This is an optimization exercise on Yosys and OpenROAD, whose aim is small area, a short achievable clock period and few clock cycles, not a production implementation. Only simulation tests tie the RTL to the original design; equivalence was not proved. Power is estimated from default activity; no workload was simulated.

[run.sh]
#!/bin/bash
# synth_recipe.tcl (not shown) runs the flow's synth.tcl, then flattens the netlist and writes it again
# the make line also repeats each setting of config.mk as NAME=value (left out here)
make -C /OpenROAD-flow-scripts/flow DESIGN_CONFIG=/design/flow/config.mk WORK_HOME=/design/flow/orfs CLKGATE_MAP_FILE= SYNTH_SCRIPT=/design/flow/synth_recipe.tcl finish
[config.mk]
export PLATFORM = sky130hd
export DESIGN_NAME = fcodec
export DESIGN_NICKNAME = fcodec
export VERILOG_FILES = /design/flow/design.v
export SDC_FILE = /design/flow/constraint.sdc
export NUM_CORES = 8
export LEC_CHECK = 0
export CAP_MARGIN = 20
export CORE_MARGIN = 2
export CORE_UTILIZATION = 30
export PLACE_DENSITY = 0.4
export SLEW_MARGIN = 20
[constraint.sdc]
create_clock -name core_clock -period 12.0 [get_ports {clk}]
set_input_delay 2.4000 -clock core_clock [delete_from_list [all_inputs] [get_ports {clk}]]
set_output_delay 2.4000 -clock core_clock [all_outputs]
set_load 0.01 [all_outputs]
[design.v]
module fcodec (
    input  wire        clk,
    input  wire        rst,
    input  wire        bus_req,
    input  wire        bus_we,
    input  wire [1:0]  bus_size,    
    input  wire [11:0] bus_addr,
    input  wire [31:0] bus_wdata,
    output wire        bus_ready,
    output reg  [31:0] bus_rdata,
    output wire        bus_err
);
    localparam [2:0] OP_NOP = 3'd0, OP_ENCODE = 3'd1, OP_DECODE = 3'd2, OP_VERIFY = 3'd3;
    localparam [3:0] ERR_OK = 4'd0, ERR_NAR = 4'd1, ERR_TRUNC = 4'd2, ERR_ILL = 4'd3;
    localparam [2:0] TAG_NONE = 3'd0, TAG_V = 3'd1, TAG_I = 3'd2, TAG_P = 3'd3,
                     TAG_STR = 3'd4, TAG_UNK = 3'd5;
    function [7:0] sum4;
        input [31:0] w;
        sum4 = w[7:0] + w[15:8] + w[23:16] + w[31:24];
    endfunction
    function prn;
        input [7:0] b;
        prn = (b >= 8'h20) && (b <= 8'h7E);
    endfunction
    function [2:0] pc4;
        input [31:0] w;
        pc4 = {2'd0, prn(w[7:0])} + {2'd0, prn(w[15:8])} +
              {2'd0, prn(w[23:16])} + {2'd0, prn(w[31:24])};
    endfunction
    function [31:0] below;
        input [31:0] w;
        input [1:0]  n;
        below = w & ((32'd1 << (8 * n)) - 32'd1);
    endfunction
    reg  [2:0]  ctrl_op;
    reg  [1:0]  ctrl_sel;
    reg  [3:0]  st_err;
    reg         st_ok;
    reg         st_present;
    reg  [2:0]  st_lastop;
    reg  [31:0] enc_hdr;
    reg  [8:0]  tx_len;
    reg  [8:0]  rx_len;
    reg  [7:0]  res_reg;
    reg  [7:0]  res_len;
    reg  [2:0]  res_tag;
    reg  [31:0] res_val;
    reg  [8:0]  disp_len;
    reg  [7:0]  csum_calc;
    reg  [7:0]  csum_recv;
    reg  [32*65-1:0] tx_buf;
    reg  [32*65-1:0] rx_buf;
    reg  [28*64-1:0] disp_buf;
    reg  [6:0]  ptx;       
    reg  [6:0]  prx;       
    reg  [5:0]  pdp;       
    reg  [31:0] tx_rd;
    reg  [31:0] rx_rd;
    reg  [27:0] dp_rd;
    integer k;
    always @(*) begin
        tx_rd = 32'd0;
        rx_rd = 32'd0;
        dp_rd = 28'd0;
        for (k = 0; k < 65; k = k + 1) begin
            tx_rd = tx_rd | ({32{ptx == k}} & tx_buf[32*k +: 32]);
            rx_rd = rx_rd | ({32{prx == k}} & rx_buf[32*k +: 32]);
        end
        for (k = 0; k < 64; k = k + 1)
            dp_rd = dp_rd | ({28{pdp == k}} & disp_buf[28*k +: 28]);
    end
    wire [9:0] boff = bus_addr[9:0];
    wire [7:0] word = boff[9:2];
    wire misaligned = (bus_size == 2'd3) ||
                      (bus_size == 2'd1 && bus_addr[0]) ||
                      (bus_size == 2'd2 && bus_addr[1:0] != 2'b00);
    wire in_regs = (bus_addr < 12'h024);
    wire in_tx   = (bus_addr[11:10] == 2'b01) && (boff < 10'h104);
    wire in_rx   = (bus_addr[11:10] == 2'b10) && (boff < 10'h104);
    wire in_disp = (bus_addr[11:10] == 2'b11) && (boff < 10'h100);
    wire [3:0] reg_idx = bus_addr[5:2];
    reg  access_err;
    always @(*) begin
        access_err = 1'b0;
        if (misaligned)
            access_err = 1'b1;
        else if (in_regs) begin
            if (bus_size != 2'd2)
                access_err = 1'b1;
            else if (bus_we) begin
                case (reg_idx)
                    4'd0, 4'd2: access_err = 1'b0;
                    4'd4:       access_err = (bus_wdata > 32'd260);
                    default:    access_err = 1'b1;
                endcase
            end
        end else if (in_tx || in_rx)
            access_err = 1'b0;
        else if (in_disp)
            access_err = bus_we;
        else
            access_err = 1'b1;
    end
    wire acc   = bus_req && !access_err;
    wire a_rd  = acc && !bus_we;
    wire a_wr  = acc && bus_we;
    wire full  = (bus_size == 2'd2);
    reg [3:0] lane_mask;
    always @(*) begin
        case (bus_size)
            2'd0:    lane_mask = 4'b0001 << bus_addr[1:0];
            2'd1:    lane_mask = 4'b0011 << bus_addr[1:0];
            default: lane_mask = 4'b1111;
        endcase
    end
    wire [31:0] lane_data = bus_wdata << (8 * bus_addr[1:0]);
    wire [31:0] lmask = {{8{lane_mask[3]}}, {8{lane_mask[2]}}, {8{lane_mask[1]}}, {8{lane_mask[0]}}};
    wire [9:0] next_off  = boff + (bus_size == 2'd0 ? 10'd1 : bus_size == 2'd1 ? 10'd2 : 10'd4);
    wire [6:0] next_word = next_off[8:2];
    wire hit_tx = (word[6:0] == ptx);
    wire hit_rx = (word[6:0] == prx);
    wire hit_dp = (word[5:0] == pdp);
    wire [7:0] rx0 = rx_buf[7:0];
    wire [7:0] rx1 = rx_buf[15:8];
    wire [7:0] rx2 = rx_buf[23:16];
    wire [7:0] rx3 = rx_buf[31:24];
    wire [7:0] enc_n = enc_hdr[31:24];
    wire [7:0] enc_r = enc_hdr[23:16];
    wire [6:0] tx_tw = {1'b0, enc_n[7:2]} + 7'd1;
    wire [1:0] tx_tb = enc_n[1:0];
    wire [6:0] rx_tw = {1'b0, rx3[7:2]} + 7'd1;
    wire [1:0] rx_tb = rx3[1:0];
    wire chk_present = (rx_len >= 9'd4) && (rx_len >= 9'd5 + {1'b0, rx3});
    wire gate_ok   = (rx_len > 9'd6) && (rx0 == 8'hF0) && (rx1 == 8'hA1);
    wire is_float  = (rx2 == 8'hC1) || (rx2 == 8'hC2);
    wire is_triple = (rx2 == 8'hC3);
    wire is_string = (rx2 == 8'hDE) || (rx2 == 8'hDF) || (rx2 == 8'hE0);
    wire fits      = ({1'b0, rx3} + 9'd4) <= rx_len;
    wire str_ok    = gate_ok && is_string && fits;
    reg  [6:0]  tq;  reg [7:0] ts1, tw1, tw0;  reg tvalid;
    reg  [6:0]  rq;  reg [7:0] rs1, rw1, rw0;  reg rvalid;
    reg  [8:0]  rc1; reg [2:0] rcw1, rcw0;
    reg         fb_busy, fb_rx, fb_done;
    reg  [7:0]  fb_s;
    reg  [8:0]  fb_c;
    reg         cp_busy, cp_flush;
    reg  [6:0]  cp_dw;           
    reg  [1:0]  cp_sc;           
    reg  [20:0] cp_stage;
    reg        tx_base_ok;  reg [7:0] tx_base;
    always @(*) begin
        tx_base_ok = 1'b1;
        tx_base    = 8'd0;
        if (tx_tw == 7'd1)
            tx_base = 8'd0;
        else if (fb_done && !fb_rx)
            tx_base = fb_s;
        else if (tvalid && tx_tw == tq - 7'd1)
            tx_base = ts1;
        else if (tvalid && tx_tw == tq)
            tx_base = ts1 + tw1;
        else if (tvalid && tx_tw == tq + 7'd1)
            tx_base = ts1 + tw1 + tw0;
        else
            tx_base_ok = 1'b0;
    end
    reg        rx_base_ok;  reg [7:0] rx_base;  reg [8:0] rx_basec;
    always @(*) begin
        rx_base_ok = 1'b1;
        rx_base    = 8'd0;
        rx_basec   = 9'd0;
        if (rx_tw == 7'd1) begin
            rx_base = 8'd0; rx_basec = 9'd0;
        end else if (fb_done && fb_rx) begin
            rx_base = fb_s; rx_basec = fb_c;
        end else if (rvalid && rx_tw == rq - 7'd1) begin
            rx_base = rs1; rx_basec = rc1;
        end else if (rvalid && rx_tw == rq) begin
            rx_base = rs1 + rw1; rx_basec = rc1 + rcw1;
        end else if (rvalid && rx_tw == rq + 7'd1) begin
            rx_base = rs1 + rw1 + rw0; rx_basec = rc1 + rcw1 + rcw0;
        end else
            rx_base_ok = 1'b0;
    end
    wire [31:0] tx_part   = below(tx_rd, tx_tb);
    wire [31:0] rx_part   = below(rx_rd, rx_tb);
    wire [7:0]  enc_sum   = enc_r + enc_n + tx_base + sum4(tx_part);
    wire [7:0]  chk_sum   = rx2 + rx3 + rx_base + sum4(rx_part);
    wire [7:0]  chk_recv  = rx_rd[8*rx_tb +: 8];
    wire [8:0]  str_cnt   = rx_basec + {6'd0, pc4(rx_part)};
    wire        ctrl_wr  = a_wr && in_regs && reg_idx == 4'd0;
    wire [2:0]  w_op     = bus_wdata[2:0];
    wire [1:0]  w_sel    = bus_wdata[5:4];
    wire        w_enc    = (w_op == OP_ENCODE);
    wire        w_chk    = (w_op == OP_VERIFY) || (w_op == OP_DECODE && w_sel != 2'd3);
    wire        w_dec    = (w_op == OP_DECODE && w_sel != 2'd3);
    wire        rx_need  = chk_present || (w_op == OP_DECODE && str_ok);
    wire        enc_go   = !fb_busy && tx_base_ok && ptx == tx_tw;
    wire        chk_go   = !fb_busy && !cp_busy && (!rx_need || (rx_base_ok && prx == rx_tw));
    wire        cmd_go   = w_enc ? enc_go : w_chk ? chk_go : 1'b1;
    wire dp_avail = !cp_busy || ({1'b0, pdp} < cp_dw);
    wire st_tx   = a_rd && in_tx && !hit_tx;
    wire st_rx   = acc && in_rx && (cp_busy || (!bus_we && !hit_rx));
    wire st_dp   = a_rd && in_disp && (!hit_dp || !dp_avail);
    wire st_ctrl = ctrl_wr && !cmd_go;
    wire stall   = st_tx || st_rx || st_dp || st_ctrl;
    assign bus_ready = bus_req && !stall;
    assign bus_err   = access_err;
    wire done    = acc && !stall;           
    wire cmd     = done && ctrl_wr;
    wire enc_cmp = cmd && w_enc;
    wire chk_cmp = cmd && w_chk;
    wire dec_cmp = cmd && w_dec;
    wire tx_hw   = done && bus_we && in_tx;
    wire rx_hw   = done && bus_we && in_rx;
    wire [31:0] tx_merged = (tx_rd & ~lmask) | (lane_data & lmask);
    wire [31:0] rx_merged = (rx_rd & ~lmask) | (lane_data & lmask);
    wire        tx_mok    = full || hit_tx;
    wire        rx_mok    = full || hit_rx;
    wire [7:0]  tx_ms     = sum4(tx_merged);
    wire [7:0]  rx_ms     = sum4(rx_merged);
    wire [2:0]  rx_mc     = pc4(rx_merged);
    wire [6:0] cp_last = (rx_tb == 2'd0) ? rx_tw - 7'd1 : rx_tw;   
    reg  [3:0] cp_v;
    reg  [2:0] cp_pos [0:3];
    reg  [2:0] cp_tot;
    reg  [6:0] cp_win [0:6];
    integer i, j;
    always @(*) begin
        for (j = 0; j < 4; j = j + 1)
            cp_v[j] = prn(rx_rd[8*j +: 8]) &&
                      ((prx < rx_tw) || (prx == rx_tw && j < rx_tb));
        cp_pos[0] = {1'b0, cp_sc};
        for (j = 1; j < 4; j = j + 1)
            cp_pos[j] = cp_pos[j-1] + {2'd0, cp_v[j-1]};
        cp_tot = cp_pos[3] + {2'd0, cp_v[3]};
        for (i = 0; i < 7; i = i + 1) begin
            cp_win[i] = (i < 3 && i < cp_sc) ? cp_stage[7*(i % 3) +: 7] : 7'd0;
            for (j = 0; j < 4; j = j + 1)
                if (cp_v[j] && cp_pos[j] == i)
                    cp_win[i] = rx_rd[8*j +: 7];
        end
    end
    wire cp_step  = cp_busy && !cp_flush;
    wire cp_wr    = (cp_step && cp_tot[2]) || (cp_busy && cp_flush);
    wire [27:0] cp_wdata = cp_flush ? {7'd0, cp_stage} :
                           {cp_win[3], cp_win[2], cp_win[1], cp_win[0]};
    always @(posedge clk) begin
        if (rst) begin
            ctrl_op    <= 3'd0;
            ctrl_sel   <= 2'd0;
            st_err     <= 4'd0;
            st_ok      <= 1'b0;
            st_present <= 1'b0;
            st_lastop  <= 3'd0;
            enc_hdr    <= 32'd0;
            tx_len     <= 9'd0;
            rx_len     <= 9'd0;
            res_reg    <= 8'd0;
            res_len    <= 8'd0;
            res_tag    <= TAG_NONE;
            res_val    <= 32'd0;
            disp_len   <= 9'd0;
            csum_calc  <= 8'd0;
            csum_recv  <= 8'd0;
            ptx <= 7'd0; prx <= 7'd0; pdp <= 6'd0;
            tq <= 7'd1; ts1 <= 8'd0; tw1 <= 8'd0; tw0 <= 8'd0; tvalid <= 1'b0;
            rq <= 7'd1; rs1 <= 8'd0; rw1 <= 8'd0; rw0 <= 8'd0; rvalid <= 1'b0;
            rc1 <= 9'd0; rcw1 <= 3'd0; rcw0 <= 3'd0;
            fb_busy <= 1'b0; fb_rx <= 1'b0; fb_done <= 1'b0; fb_s <= 8'd0; fb_c <= 9'd0;
            cp_busy <= 1'b0; cp_flush <= 1'b0; cp_dw <= 7'd0; cp_sc <= 2'd0; cp_stage <= 21'd0;
        end else begin
            if (done && bus_we && in_regs && reg_idx == 4'd2)
                enc_hdr <= bus_wdata;
            if (done && bus_we && in_regs && reg_idx == 4'd4)
                rx_len <= bus_wdata[8:0];
            if (cmd) begin
                ctrl_op   <= w_op;
                ctrl_sel  <= w_sel;
                st_lastop <= w_op;
                fb_done   <= 1'b0;
                case (w_op)
                OP_NOP: begin
                    st_err <= ERR_OK; st_ok <= 1'b0; st_present <= 1'b0;
                end
                OP_ENCODE: begin
                    tx_len     <= {1'b0, enc_n} + 9'd5;
                    csum_calc  <= enc_sum;
                    csum_recv  <= 8'd0;
                    st_err     <= ERR_OK;
                    st_ok      <= 1'b0;
                    st_present <= 1'b0;
                end
                OP_DECODE, OP_VERIFY: begin
                    if (!w_chk) begin
                        st_err <= ERR_ILL; st_ok <= 1'b0; st_present <= 1'b0;
                    end else begin
                        if (chk_present) begin
                            csum_calc  <= chk_sum;
                            csum_recv  <= chk_recv;
                            st_ok      <= (chk_sum == chk_recv);
                            st_present <= 1'b1;
                        end else begin
                            csum_calc  <= 8'd0;
                            csum_recv  <= 8'd0;
                            st_ok      <= 1'b0;
                            st_present <= 1'b0;
                        end
                        st_err <= ERR_OK;
                        if (w_op == OP_DECODE) begin
                            res_reg  <= 8'd0;
                            res_len  <= 8'd0;
                            res_tag  <= TAG_NONE;
                            res_val  <= 32'd0;
                            disp_len <= 9'd0;
                            if (!gate_ok) begin
                                st_err <= ERR_NAR;
                            end else begin
                                res_reg <= rx2;
                                res_len <= rx3;
                                if (is_float) begin
                                    if (!fits || rx3 < 8'd4)
                                        st_err <= ERR_TRUNC;
                                    else begin
                                        res_val <= rx_buf[63:32];
                                        res_tag <= (rx2 == 8'hC1) ? TAG_V : TAG_I;
                                    end
                                end else if (is_triple) begin
                                    if (!fits || rx3 < 8'd12)
                                        st_err <= ERR_TRUNC;
                                    else begin
                                        case (w_sel)
                                            2'd0:    res_val <= rx_buf[63:32];
                                            2'd1:    res_val <= rx_buf[95:64];
                                            default: res_val <= rx_buf[127:96];
                                        endcase
                                        res_tag <= TAG_V + {1'b0, w_sel};
                                    end
                                end else if (is_string) begin
                                    if (!fits)
                                        st_err <= ERR_TRUNC;
                                    else begin
                                        res_tag  <= TAG_STR;
                                        disp_len <= str_cnt;
                                    end
                                end else begin
                                    res_tag <= TAG_UNK;
                                end
                            end
                        end
                    end
                end
                default: begin
                    st_err <= ERR_ILL; st_ok <= 1'b0; st_present <= 1'b0;
                end
                endcase
            end
            if (tx_hw && word[6:0] != 7'd0) begin
                if (word[6:0] == 7'd1) begin
                    tq <= 7'd1; ts1 <= 8'd0; tw1 <= 8'd0; tw0 <= tx_ms; tvalid <= tx_mok;
                end else if (tvalid) begin
                    if (word[6:0] == tq - 7'd1) begin
                        if (tx_mok) tw1 <= tx_ms; else tvalid <= 1'b0;
                    end else if (word[6:0] == tq) begin
                        if (tx_mok) tw0 <= tx_ms; else tvalid <= 1'b0;
                    end else if (word[6:0] == tq + 7'd1) begin
                        if (tx_mok) begin
                            ts1 <= ts1 + tw1; tw1 <= tw0; tw0 <= tx_ms; tq <= word[6:0];
                        end
                    end else if (word[6:0] < tq)
                        tvalid <= 1'b0;
                end
            end
            if (enc_cmp && tx_tw <= tq)
                tvalid <= 1'b0;
            if (rx_hw && word[6:0] != 7'd0) begin
                if (word[6:0] == 7'd1) begin
                    rq <= 7'd1; rs1 <= 8'd0; rw1 <= 8'd0; rw0 <= rx_ms;
                    rc1 <= 9'd0; rcw1 <= 3'd0; rcw0 <= rx_mc; rvalid <= rx_mok;
                end else if (rvalid) begin
                    if (word[6:0] == rq - 7'd1) begin
                        if (rx_mok) begin rw1 <= rx_ms; rcw1 <= rx_mc; end
                        else rvalid <= 1'b0;
                    end else if (word[6:0] == rq) begin
                        if (rx_mok) begin rw0 <= rx_ms; rcw0 <= rx_mc; end
                        else rvalid <= 1'b0;
                    end else if (word[6:0] == rq + 7'd1) begin
                        if (rx_mok) begin
                            rs1 <= rs1 + rw1; rw1 <= rw0; rw0 <= rx_ms;
                            rc1 <= rc1 + {6'd0, rcw1}; rcw1 <= rcw0; rcw0 <= rx_mc;
                            rq <= word[6:0];
                        end
                    end else if (word[6:0] < rq)
                        rvalid <= 1'b0;
                end
            end
            if (fb_busy) begin
                fb_s <= fb_s + sum4(fb_rx ? rx_rd : tx_rd);
                fb_c <= fb_c + {6'd0, pc4(rx_rd)};
                if (fb_rx ? (prx == rx_tw - 7'd1) : (ptx == tx_tw - 7'd1)) begin
                    fb_busy <= 1'b0;
                    fb_done <= 1'b1;
                end
            end else if (ctrl_wr && !fb_done && !cmd_go) begin
                if (w_enc && !tx_base_ok) begin
                    fb_busy <= 1'b1; fb_rx <= 1'b0; fb_s <= 8'd0; fb_c <= 9'd0;
                end else if (w_chk && !cp_busy && rx_need && !rx_base_ok) begin
                    fb_busy <= 1'b1; fb_rx <= 1'b1; fb_s <= 8'd0; fb_c <= 9'd0;
                end
            end
            if (cp_busy) begin
                if (cp_wr)
                    cp_dw <= cp_dw + 7'd1;
                if (cp_flush) begin
                    cp_flush <= 1'b0;
                    cp_busy  <= 1'b0;
                end else begin
                    cp_sc    <= cp_tot[1:0];
                    cp_stage <= cp_tot[2] ? {cp_win[6], cp_win[5], cp_win[4]}
                                          : {cp_win[2], cp_win[1], cp_win[0]};
                    if (prx == cp_last) begin
                        if (cp_tot[1:0] != 2'd0)
                            cp_flush <= 1'b1;
                        else
                            cp_busy <= 1'b0;
                    end
                end
            end else if (dec_cmp && str_ok && str_cnt != 9'd0) begin
                cp_busy  <= 1'b1;
                cp_flush <= 1'b0;
                cp_dw    <= 7'd0;
                cp_sc    <= 2'd0;
            end
            if (fb_busy && !fb_rx)
                ptx <= (ptx == tx_tw - 7'd1) ? tx_tw : ptx + 7'd1;
            else if (ctrl_wr && w_enc && !cmd_go && !fb_done && !tx_base_ok && !fb_busy)
                ptx <= 7'd1;                                    
            else if (done && in_tx)
                ptx <= next_word;
            else if (st_tx)
                ptx <= word[6:0];
            else if (done && bus_we && in_regs && reg_idx == 4'd2)
                ptx <= {1'b0, bus_wdata[31:26]} + 7'd1;         
            else if (enc_cmp)
                ptx <= 7'd0;                                    
            else if (ctrl_wr && w_enc)
                ptx <= tx_tw;
            if (cp_busy) begin
                if (!cp_flush)
                    prx <= (prx == cp_last) ? 7'd0 : prx + 7'd1;
            end else if (fb_busy && fb_rx)
                prx <= (prx == rx_tw - 7'd1) ? rx_tw : prx + 7'd1;
            else if (ctrl_wr && w_chk && !cmd_go && !fb_done && rx_need && !rx_base_ok && !fb_busy)
                prx <= 7'd1;                                    
            else if (dec_cmp && str_ok && str_cnt != 9'd0)
                prx <= 7'd1;                                    
            else if (done && in_rx)
                prx <= next_word;
            else if (st_rx)
                prx <= word[6:0];
            else if (done && bus_we && in_regs && reg_idx == 4'd4)
                prx <= rx_tw;                                   
            else if (ctrl_wr && w_chk)
                prx <= rx_tw;
            if (done && in_disp)
                pdp <= next_word[5:0];
            else if (st_dp && !hit_dp)
                pdp <= word[5:0];
            else if (dec_cmp)
                pdp <= 6'd0;
        end
    end
    wire [31:0] tx_ldata = enc_cmp ? {4{enc_sum}} : lane_data;
    genvar g, b;
    generate
        for (g = 0; g < 65; g = g + 1) begin : g_tx
            for (b = 0; b < 4; b = b + 1) begin : g_b
                wire host_we = tx_hw && word[6:0] == g && lane_mask[b];
                if (g == 0) begin : g_hdr
                    always @(posedge clk)
                        if (host_we || enc_cmp)
                            tx_buf[32*g + 8*b +: 8] <= enc_cmp ? enc_hdr[8*b +: 8] : lane_data[8*b +: 8];
                end else begin : g_pl
                    wire enc_we = enc_cmp && tx_tw == g && tx_tb == b;
                    always @(posedge clk)
                        if (host_we || enc_we)
                            tx_buf[32*g + 8*b +: 8] <= tx_ldata[8*b +: 8];
                end
            end
        end
        for (g = 0; g < 65; g = g + 1) begin : g_rx
            for (b = 0; b < 4; b = b + 1) begin : g_b
                wire host_we = rx_hw && word[6:0] == g && lane_mask[b];
                always @(posedge clk)
                    if (host_we)
                        rx_buf[32*g + 8*b +: 8] <= lane_data[8*b +: 8];
            end
        end
        for (g = 0; g < 64; g = g + 1) begin : g_disp
            always @(posedge clk)
                if (cp_wr && cp_dw[5:0] == g)
                    disp_buf[28*g +: 28] <= cp_wdata;
        end
    endgenerate
    reg [31:0] reg_word;
    always @(*) begin
        case (reg_idx)
            4'd0:    reg_word = {26'd0, ctrl_sel, 1'b0, ctrl_op};
            4'd1:    reg_word = {21'd0, st_lastop, 2'b00, st_present, st_ok, st_err};
            4'd2:    reg_word = enc_hdr;
            4'd3:    reg_word = {23'd0, tx_len};
            4'd4:    reg_word = {23'd0, rx_len};
            4'd5:    reg_word = {13'd0, res_tag, res_len, res_reg};
            4'd6:    reg_word = res_val;
            4'd7:    reg_word = {23'd0, disp_len};
            default: reg_word = {16'd0, csum_recv, csum_calc};
        endcase
    end
    wire [8:0]  dp_base = {1'b0, pdp, 2'b00};
    wire [31:0] dp_word = {
        {1'b0, dp_rd[27:21] & {7{(dp_base + 9'd3) < disp_len}}},
        {1'b0, dp_rd[20:14] & {7{(dp_base + 9'd2) < disp_len}}},
        {1'b0, dp_rd[13:7]  & {7{(dp_base + 9'd1) < disp_len}}},
        {1'b0, dp_rd[6:0]   & {7{ dp_base         < disp_len}}}};
    reg [31:0] raw_word;
    reg [31:0] shifted;
    always @(*) begin
        if (in_regs)      raw_word = reg_word;
        else if (in_tx)   raw_word = tx_rd;
        else if (in_rx)   raw_word = rx_rd;
        else              raw_word = dp_word;
        shifted = raw_word >> (8 * bus_addr[1:0]);
        case (bus_size)
            2'd0:    bus_rdata = {24'd0, shifted[7:0]};
            2'd1:    bus_rdata = {16'd0, shifted[15:0]};
            default: bus_rdata = shifted;
        endcase
    end
endmodule
==> summary.txt <==
-- placed cells by master (no fill, tap or decap), types with 281 or more instances in the layout --
cell          n
nor2_4      281
clkbuf_16   708
nor2_1      592
nand2_1    1282
edfxtp_1   5952
a21oi_1     425
nand3_1     346
nand4_1     311
a22oi_1    2499
buf_4      1165
dfxtp_1     281
-- report_power, final --
part           internal, uW  leakage [uW]  switching, uW  total, uW
clock                 12000        0.0109           9610      21600
combinational           389        0.0302           1410       1800
sequential            23900        0.0544           1.50      23900
-- kinds of logic (layout without fill, tap and decap cells) --
logic type,after synthesis,count (layout),share of synthesized area (%)
adder cells (fa/ha/maj),314,314,1.95
other,1,74,0.00150
AO/OA/AOI/OAI,4373,4373,12.8
buffers and inverters,1273,2884,2.06
AND/OR/NAND/NOR,4107,4107,7.91
flip-flops,6238,6238,73.7
XOR/XNOR,254,254,0.914
multiplexers,158,158,0.656
-- stage by stage --
stage / utilization, % / instance area, um2 / worst slack (ns) / hold WS (ns) / power [uW]
finish: 35.8 / 298000 / 0.761 / 0.459 / 47300
global route: 35.8 / 298000 / 1.00 / 0.482 / 48300
CTS: 35.8 / 298000 / 1.24 / 0.461 / 47400
detailed placement: 33.1 / 275000 / 1.39 / 0.453 / 26100
global placement: 33.0 / 275000 / 1.21 / 0.446 / 26100
floorplan: - / 250000 / 2.16 / 0.431 / 25100
-- Yosys cell counts, types with 203 or more instances --
master / n
nor2_1: 981
a22oi_1: 2499
and3_1: 253
nand3_1: 356
clkbuf_1: 718
inv_1: 249
nand4_1: 311
nand2_1: 1299
nor3_1: 261
edfxtp_1: 5952
dfxtp_1: 286
o22ai_1: 287
o21ai_0: 203
a21oi_1: 447
-- per-layer routing --
metal  vias up  global-route usage, %
met1     98100                   43.2
li1      69300                      -
met3      2749                   7.46
met2     13200                   49.2
met5         -                      0
met4        51                   17.2
-- critical path, stage by stage, from the launching register on --
cell             delay (ns)
dfxtp_1                0.66
ha_2                   0.80
nand2b_1               0.64
nor2_4                 0.89
buf_4                  0.69
a2111oi_1              0.21
buf_4                  0.21
nand4_1                0.06
or3_1                  0.21
or4_1                  0.50
buf_4                  0.44
a2111o_1               0.29
o21ai_0                0.14
mux2i_1                1.06
clkdlybuf4s50_1        0.74
-- area by class of cell --
cell class | instances | area share, %
sequential | 6238 | 61.9
multi-input combinational | 9207 | 21.7
clock buffer | 905 | 6.24
tap | 11100 | 4.67
timing repair buffer | 1335 | 3.76
clock inverter | 382 | 1.35
inverter | 262 | 0.330
antenna | 73 | 0.0613
-- final timing paths --
check | startpoint | to | slack [ns] | cells after the start
worst max-delay path | prx[0]$_SDFFE_PP0P_ | bus_rdata[5] | 0.76 | 14
worst max register to register | prx[0]$_SDFFE_PP0P_ | disp_buf[1109]$_DFFE_PP_ | 1.12 | 23
worst min register to register | tw1[4]$_SDFFE_PP0P_ | tw1[4]$_SDFFE_PP0P_ | 0.46 | 2
worst min-delay path | tw1[4]$_SDFFE_PP0P_ | tw1[4]$_SDFFE_PP0P_ | 0.46 | 2
==> summary.txt <==
OUTCOME
----------------------------------------------------------------------------------------------------
Status                                                                                  finished clean

CLOCK NETWORK
----------------------------------------------------------------------------------------------------
# H-tree levels                                                                                    6
Root Buffer                                                                                clkbuf_16
Resized Gates After CTS                                                                            0
Quantity of hold-fixing buffers added after cts                                                    0
Insertion delay to the later sink of the worst-skew pair                                     1.21 ns
Number of setup buffers added after CTS                                                            0
CTS Buf Count                                                                                    702
Clock-pin slew reported for the worst setup and hold paths after clock tree synthesis        0.06 ns
Clock tree from TritonCTS                                                                       done
Clock Tree Buf Depth                                                                               4
Clock Sink Count                                                                                6238

JOB
----------------------------------------------------------------------------------------------------
Count of max-cap constraint violations                                                             0

TIMING
----------------------------------------------------------------------------------------------------
Final-report hold violation count                                                                  0
Highest clock rate                                                                        0.0890 GHz
Final max-slew violation count                                                                     0
Transition time at the pin with the least slew margin                                        1.40 ns
RSZ-0062 raised after global routing                                                              no
Clock tree skew after final layout                                                          0.125 ns
Final worst path period share                                                                  93.7%
Worst max-slew margin expressed relative to the limit                                          6.90%
Accumulated negative setup slack                                                                0 ns
Setup-violating endpoint count in the final report                                                 0
Final Critical Period                                                                       11.24 ns

POWER
----------------------------------------------------------------------------------------------------
Standby leakage power                                                                      0.0955 uW
Power per cell area                                                                       159 nW/um2
Worst IR drop on VDD                                                                          132 uV

FLOORPLAN
----------------------------------------------------------------------------------------------------
IO Pins                                                                                           84
Die extent in y                                                                               917 um
Total number of placement rows                                                                   335
Placeable core area                                                                       832000 um2
Initial cell density of the core                                                               30.1%
Horizontal die dimension                                                                      917 um
Die Footprint                                                                             841000 um2

ROUTE
----------------------------------------------------------------------------------------------------
Wire length on met3                                                                        146000 um
Post-route ant nets                                                                                0
Length of the first detailed-routing pass in iterations                                           12
Number of vias per cell                                                                         6.21
DRC violation count after routing                                                                  0
Highest metal layer with signal wires                                                           met5
Total vias in the final route                                                                 183000
Sum of routed wire segments on met1                                                        554000 um
Average routed wire per standard cell                                                        47.9 um
Met2 Wirelength                                                                            620000 um
Routed wire length                                                                        1410000 um
First-iteration detailed-routing DRC count                                                     32400

SYNTHESIS
----------------------------------------------------------------------------------------------------
Area leader, netlist                                                                        edfxtp_1
Async set-or-reset flop fraction in the synthesized netlist                                       0%
Synth top area share                                                                           71.5%
Number of instances in the synthesized netlist                                                 16700
Prevailing post-synth register cell                                                         edfxtp_1
Sequential fraction of the synthesis area                                                      73.7%
Cell area after synthesis                                                                 250000 um2
Register bit count reported by yosys                                                            6238
Synthesized area divided by synthesized cell count                                          15.0 um2
Synth cell types                                                                                 116
Number of synthesized flops with an enable pin                                                  5952
Total nets after synthesis                                                                     17100
Number of warnings issued by yosys                                                                 3
Most area-consuming cells after synthesis                                               edfxtp_1 (71%), a22oi_1 (7.5%), dfxtp_1 (2.3%), nand2_1 (1.9%), nor2_1 (1.5%)

FINAL LAYOUT
----------------------------------------------------------------------------------------------------
Share of final-layout standard cells stronger than drive strength 1                            16.5%
Non-filler cells in the finished layout                                                        29500
Multi-input logic area                                                                     64500 um2
Biggest regs                                                                            rx_buf x2080, tx_buf x2080, disp_buf x1792
Fillers                                                                                        79600
Number of nets in the layout                                                                   18100
Area Growth Syn to Fin                                                                         19.1%
Combined flip-flop and latch cell area                                                    184000 um2

PLACE
----------------------------------------------------------------------------------------------------
Global placer's final weighted congestion                                                      0.974
Number of buffer cells added on primary ports                                                     83
Number of instances in the placed design                                                       28200
Placed wire-length estimate after detailed placement                                       955000 um

GLOBAL ROUTE
----------------------------------------------------------------------------------------------------
Pin count of the biggest net entering global routing                                             148
Sum of overflow across all layers after global routing                                             0
Wire length of the first global-routing pass                                              1800000 um
Number of antenna violations at the first check in global routing                                164
Vias in the first global route                                                                168000
Total Routing Usage GR                                                                         32.4%

WORST SETUP PATH
----------------------------------------------------------------------------------------------------
Critical Path End Type                                                                  primary output
Endpoint arrival time on the critical path                                                   8.84 ns
Critical path startpoint category                                                           register
Critical path class                                                                     register to primary output
Required time of the worst setup path                                                        9.60 ns
Maximum net fanout on the critical path                                                           19

MIN PATH
----------------------------------------------------------------------------------------------------
HP Class                                                                                register to register

Testbench counts, summed over its fixed seeds: cycles 137,872.

## static timing again, ports no longer ideal
No port has a modelled driver above. Below, the same layout with a new extraction and two added sets of constraints.
Step 1 (the two cells are an assumption about what drives the block):
set clk [get_ports {clk}]
set_driving_cell -lib_cell sky130_fd_sc_hd__clkbuf_16 $clk
set_driving_cell -lib_cell sky130_fd_sc_hd__buf_2 [delete_from_list [all_inputs] $clk]
Step 2 times the ports against the registers' clock, not the clock port: input delays grow and output delays shrink by t, the midpoint of the rising clock arrivals with the driver on.
Three values: ideal, step 1, step 2; two values: the first two.
t, ns: 1.281
setup WS [ns]: 0.761 / 0.615 / 1.117
worst setup path after step 2: register to register
latest minus earliest clock arrival (ns): 0.146 / 0.146
worst register clock-pin slew, ns: 0.08 / 0.08
After both steps this run still meets setup and hold. The setup slack of this run moves by -0.146 ns with the drivers and by +0.356 ns with both steps.
